Context: an optimization exercise on an open-source flow, tuned for small area, a short achievable clock period and few clock cycles per item. The choices shown serve that exercise and are no tape-out recipe. At most, simulation tests tie the RTL to the original design; equivalence was not proved. Power figures rest on the tool's default switching activity, not on a simulated workload.

==> flow/design.v (excerpt) <==
module bidc_decoder (
    input  wire         clk,
    input  wire         rst,
    input  wire         in_valid,
    output wire         in_ready,
    input  wire [7:0]   in_len,
    input  wire [119:0] in_hex,
    output reg          out_valid,
    input  wire         out_ready,
    output wire [2:0]   out_status,
    output wire [11:0]  out_einfo,
    output wire [9:0]   out_cc,
    output wire [3:0]   out_tag,
    output wire [29:0]  out_mmsi,
    output wire [55:0]  out_text,
    output wire [2:0]   out_text_len,
    output wire [7:0]   out_sbn_char,
    output wire [44:0]  out_data,
    output wire [19:0]  out_serial,
    output wire [23:0]  out_addr,
    output wire [9:0]   out_cert,
    output wire [3:0]   out_btype,
    output wire [5:0]   out_num,
    output wire [1:0]   out_aux,
    output wire         out_has_cert,
    output wire         out_has_mmsi,
    output wire [1:0]   out_layout,
    output wire [11:0]  out_tac,
    output wire [11:0]  out_nrls
);
For scale: about 2500 cells after synthesis, ~63 flip-flops, roughly 400 I/O pins, roughly 17000 um^2 of cells after synthesis.
clock: 15.0 ns
lec_check: 0
cap_margin: 20
core_margin: 2
core_utilization: 30
slew_margin: 20
run.sh (not shown) runs the stock make flow with config.mk's settings and CLKGATE_MAP_FILE= SYNTH_SCRIPT=/design/flow/synth_recipe.tcl, a recipe that flattens the netlist after the stock synthesis.
Edit:
==> flow/flow/run.sh (new file) <==
#!/bin/bash
# Own layout flow: the standard flow (standard synthesis and ORFS steps) with
#  - port buffers of the plain buf_1 cell instead of the delay cell ORFS picks, and
#  - timing repair aiming at a setup slack of SETUP_SLACK_MARGIN ns.
# Each tool's full output goes to the ORFS logs under orfs/logs; make's own output
# goes to standard.log here.
set -euo pipefail
MARGIN=$(cat flow/margin.txt 2>/dev/null || echo 8)
bash standard.sh \
  "BUFFER_PORTS_ARGS=-buffer_cell sky130_fd_sc_hd__buf_1" \
  "SETUP_SLACK_MARGIN=$MARGIN" \
  finish > standard.log 2>&1
==> flow/flow/margin.txt (new file) <==
8
==> flow/standard.sh (new file) <==
#!/bin/bash
# synth_recipe.tcl (not shown) runs the flow's synth.tcl, then flattens the netlist and writes it again
# the make line also repeats each setting of config.mk as NAME=value (left out here)
make -C /OpenROAD-flow-scripts/flow DESIGN_CONFIG=/design/flow/config.mk WORK_HOME=/design/flow/orfs CLKGATE_MAP_FILE= SYNTH_SCRIPT=/design/flow/synth_recipe.tcl "${@:-finish}"
removed: flow/run.sh
The new run completed without violations.
Final area came out higher by 16%.
Core utilization grows by 6.3 points.
Setup slack gets better by 1800 ps.
Edit:
==> flow/run.sh (new file) <==
#!/bin/bash
# synth_recipe.tcl (not shown) runs the flow's synth.tcl, then flattens the netlist and writes it again
# the make line also repeats each setting of config.mk as NAME=value (left out here)
make -C /OpenROAD-flow-scripts/flow DESIGN_CONFIG=/design/flow/config.mk WORK_HOME=/design/flow/orfs CLKGATE_MAP_FILE= SYNTH_SCRIPT=/design/flow/synth_recipe.tcl finish
Settings changed: SETUP_SLACK_MARGIN set to 5.
removed: flow/flow/run.sh
removed: flow/flow/margin.txt
removed: flow/standard.sh
Outcome: First-iteration DRC count falls by about 23%. Final area decreases by 14%. Clock-buffer cell count does not change. Maximum frequency went down by 12%. Wire length fell by about 7%. Non-clock buffer count shrinks by 311. Die area is unchanged. Setup slack is worse by 1100 ps. Flip-flop and latch count does not change. Worst hold slack gains 240 ps. Utilization fell by 6.1 points.
No functional check of the RTL was part of any run of this note.

========
Another version of the RTL of bidc_decoder (not shown whole).
Size: about 2700 cells after synthesis, about 110 flip-flops, ~400 I/O pins.
export LEC_CHECK = 0
export CAP_MARGIN = 20
export CORE_MARGIN = 2
export CORE_UTILIZATION = 30
export SLEW_MARGIN = 20
create_clock -name core_clock -period 15.0 [get_ports {clk}]
standard.sh (not shown) runs the stock make flow with config.mk's settings and CLKGATE_MAP_FILE= SYNTH_SCRIPT=/design/flow/synth_recipe.tcl, a recipe that flattens the netlist after the stock synthesis.
==> flow/flow/run.sh <==
#!/bin/bash
# Own layout flow: the standard flow (standard synthesis and ORFS steps) with
#  - port buffers of the plain buf_1 cell instead of the delay cell ORFS picks, and
#  - timing repair aiming at a setup slack of SETUP_SLACK_MARGIN ns.
# Each tool's full output goes to the ORFS logs under orfs/logs; make's own output
# goes to standard.log here.
set -euo pipefail
MARGIN=$(cat flow/margin.txt 2>/dev/null || echo 8)
bash standard.sh \
  "BUFFER_PORTS_ARGS=-buffer_cell sky130_fd_sc_hd__buf_1" \
  "SETUP_SLACK_MARGIN=$MARGIN" \
  finish > standard.log 2>&1
==> flow/flow/margin.txt <==
7.5
The baseline finished clean.
Testbench counts at the start, summed over its fixed seeds: cycles 16,008, items 16,000.
Then changed:
==> flow/flow/margin.txt (replaced) <==
8
- CORE_UTILIZATION: 30 -> 50
=>
- cell area increases by 2.7%
- synthesized cell count is unchanged
- critical path depth went down by 2
- routed wire length fell by about 3.5%
- sequential power falls by about 2%
- power increases by 8.6%
- non-clock buffer count went up by 57
Then changed:
==> flow/flow/margin.txt (replaced) <==
8.5
- CORE_UTILIZATION: 50 -> 30
The changed run went through all stages and came out clean.
Worst setup slack gets better by 0.16 ns.
Fmax grows by 2.3%.
Clock power rose by about 6%.
Total power climbs by 8.5%.
Combinational power climbs by about 10%.
Sequential share of layout area decreases by 1.2 points.
Design area goes up by 9.1%.
Non-clock buffer count goes up by 103.
Utilization goes down by 21 points.
Critical path depth drops by 1.
Count of clock-buffer cells in the layout decreases by 1.

========
bidc_decoder again, from the RTL that the note above started with.
==> flow/design.v (excerpt) <==
module bidc_decoder (
    input  wire         clk,
    input  wire         rst,
    input  wire         in_valid,
    output wire         in_ready,
    input  wire [7:0]   in_len,
    input  wire [119:0] in_hex,
    output reg          out_valid,
    input  wire         out_ready,
    output wire [2:0]   out_status,
    output wire [11:0]  out_einfo,
    output wire [9:0]   out_cc,
    output wire [3:0]   out_tag,
    output wire [29:0]  out_mmsi,
    output wire [55:0]  out_text,
    output wire [2:0]   out_text_len,
    output wire [7:0]   out_sbn_char,
    output wire [44:0]  out_data,
    output wire [19:0]  out_serial,
    output wire [23:0]  out_addr,
    output wire [9:0]   out_cert,
    output wire [3:0]   out_btype,
    output wire [5:0]   out_num,
    output wire [1:0]   out_aux,
    output wire         out_has_cert,
    output wire         out_has_mmsi,
    output wire [1:0]   out_layout,
    output wire [11:0]  out_tac,
    output wire [11:0]  out_nrls
);
clock: 15.0 ns
lec_check: 0
cap_margin: 5
core_margin: 2
core_utilization: 30
slew_margin: 5
==> flow/flow/margin.txt <==
8
Scripts as last shown in full above: flow/flow/run.sh
Testbench counts at the start, summed over its fixed seeds: cycles 16,008, items 16,000.
==> next run, changes <==
CAP_MARGIN = 20   (was 5)
SLEW_MARGIN = 20   (was 5)
The new run finished clean; design area fell by 0.89%; register-to-register slack hardly moves; power fell by 1.1%; wire length fell by 0.71%; global-route usage stays the same; worst setup slack is about the same; count of clock-buffer cells in the layout stays the same.

port drivers added, routing unchanged:
No port has a modelled driver above. Below, the same layouts with a new extraction and two added sets of constraints. Step 1 (the two cells are an assumption about what drives the block):
set clk [get_ports {clk}]
set_driving_cell -lib_cell sky130_fd_sc_hd__clkbuf_16 $clk
set_driving_cell -lib_cell sky130_fd_sc_hd__buf_2 [delete_from_list [all_inputs] $clk]
Step 2 adds t to the input delays and takes it off the output delays; t is the mean of the earliest and latest rising clock arrival at the registers after step 1. Input paths then give back, and output paths get back, about the clock's delay inside the block. Slacks: no drivers / after step 1 / after step 2; pairs: no drivers / after step 1.
run	t, ns	slack for setup (ns)	worst data-port slew with drivers (ns)
the first run of note 1	0.396	4.810 / 4.760 / 5.156	0.06
the second run of note 1	0.378	6.565 / 6.515 / 6.893	0.07
the third run of note 1	0.396	5.445 / 5.395 / 5.790	0.07
the first run of note 2	0.428	7.669 / 7.678 / 7.272	0.11
the second run of note 2	0.436	7.906 / 7.854 / 7.571	0.04
the third run of note 2	0.430	8.069 / 8.015 / 7.679	0.08
the first run of note 3	0.433	8.008 / 7.954 / 7.638	0.08
the second run of note 3	0.432	8.008 / 7.974 / 7.612	0.08
After both steps setup and hold are still met in every run listed. The setup slack of the first run of note 2, which loses most, moves by +0.009 ns with the drivers and by -0.397 ns with both steps.
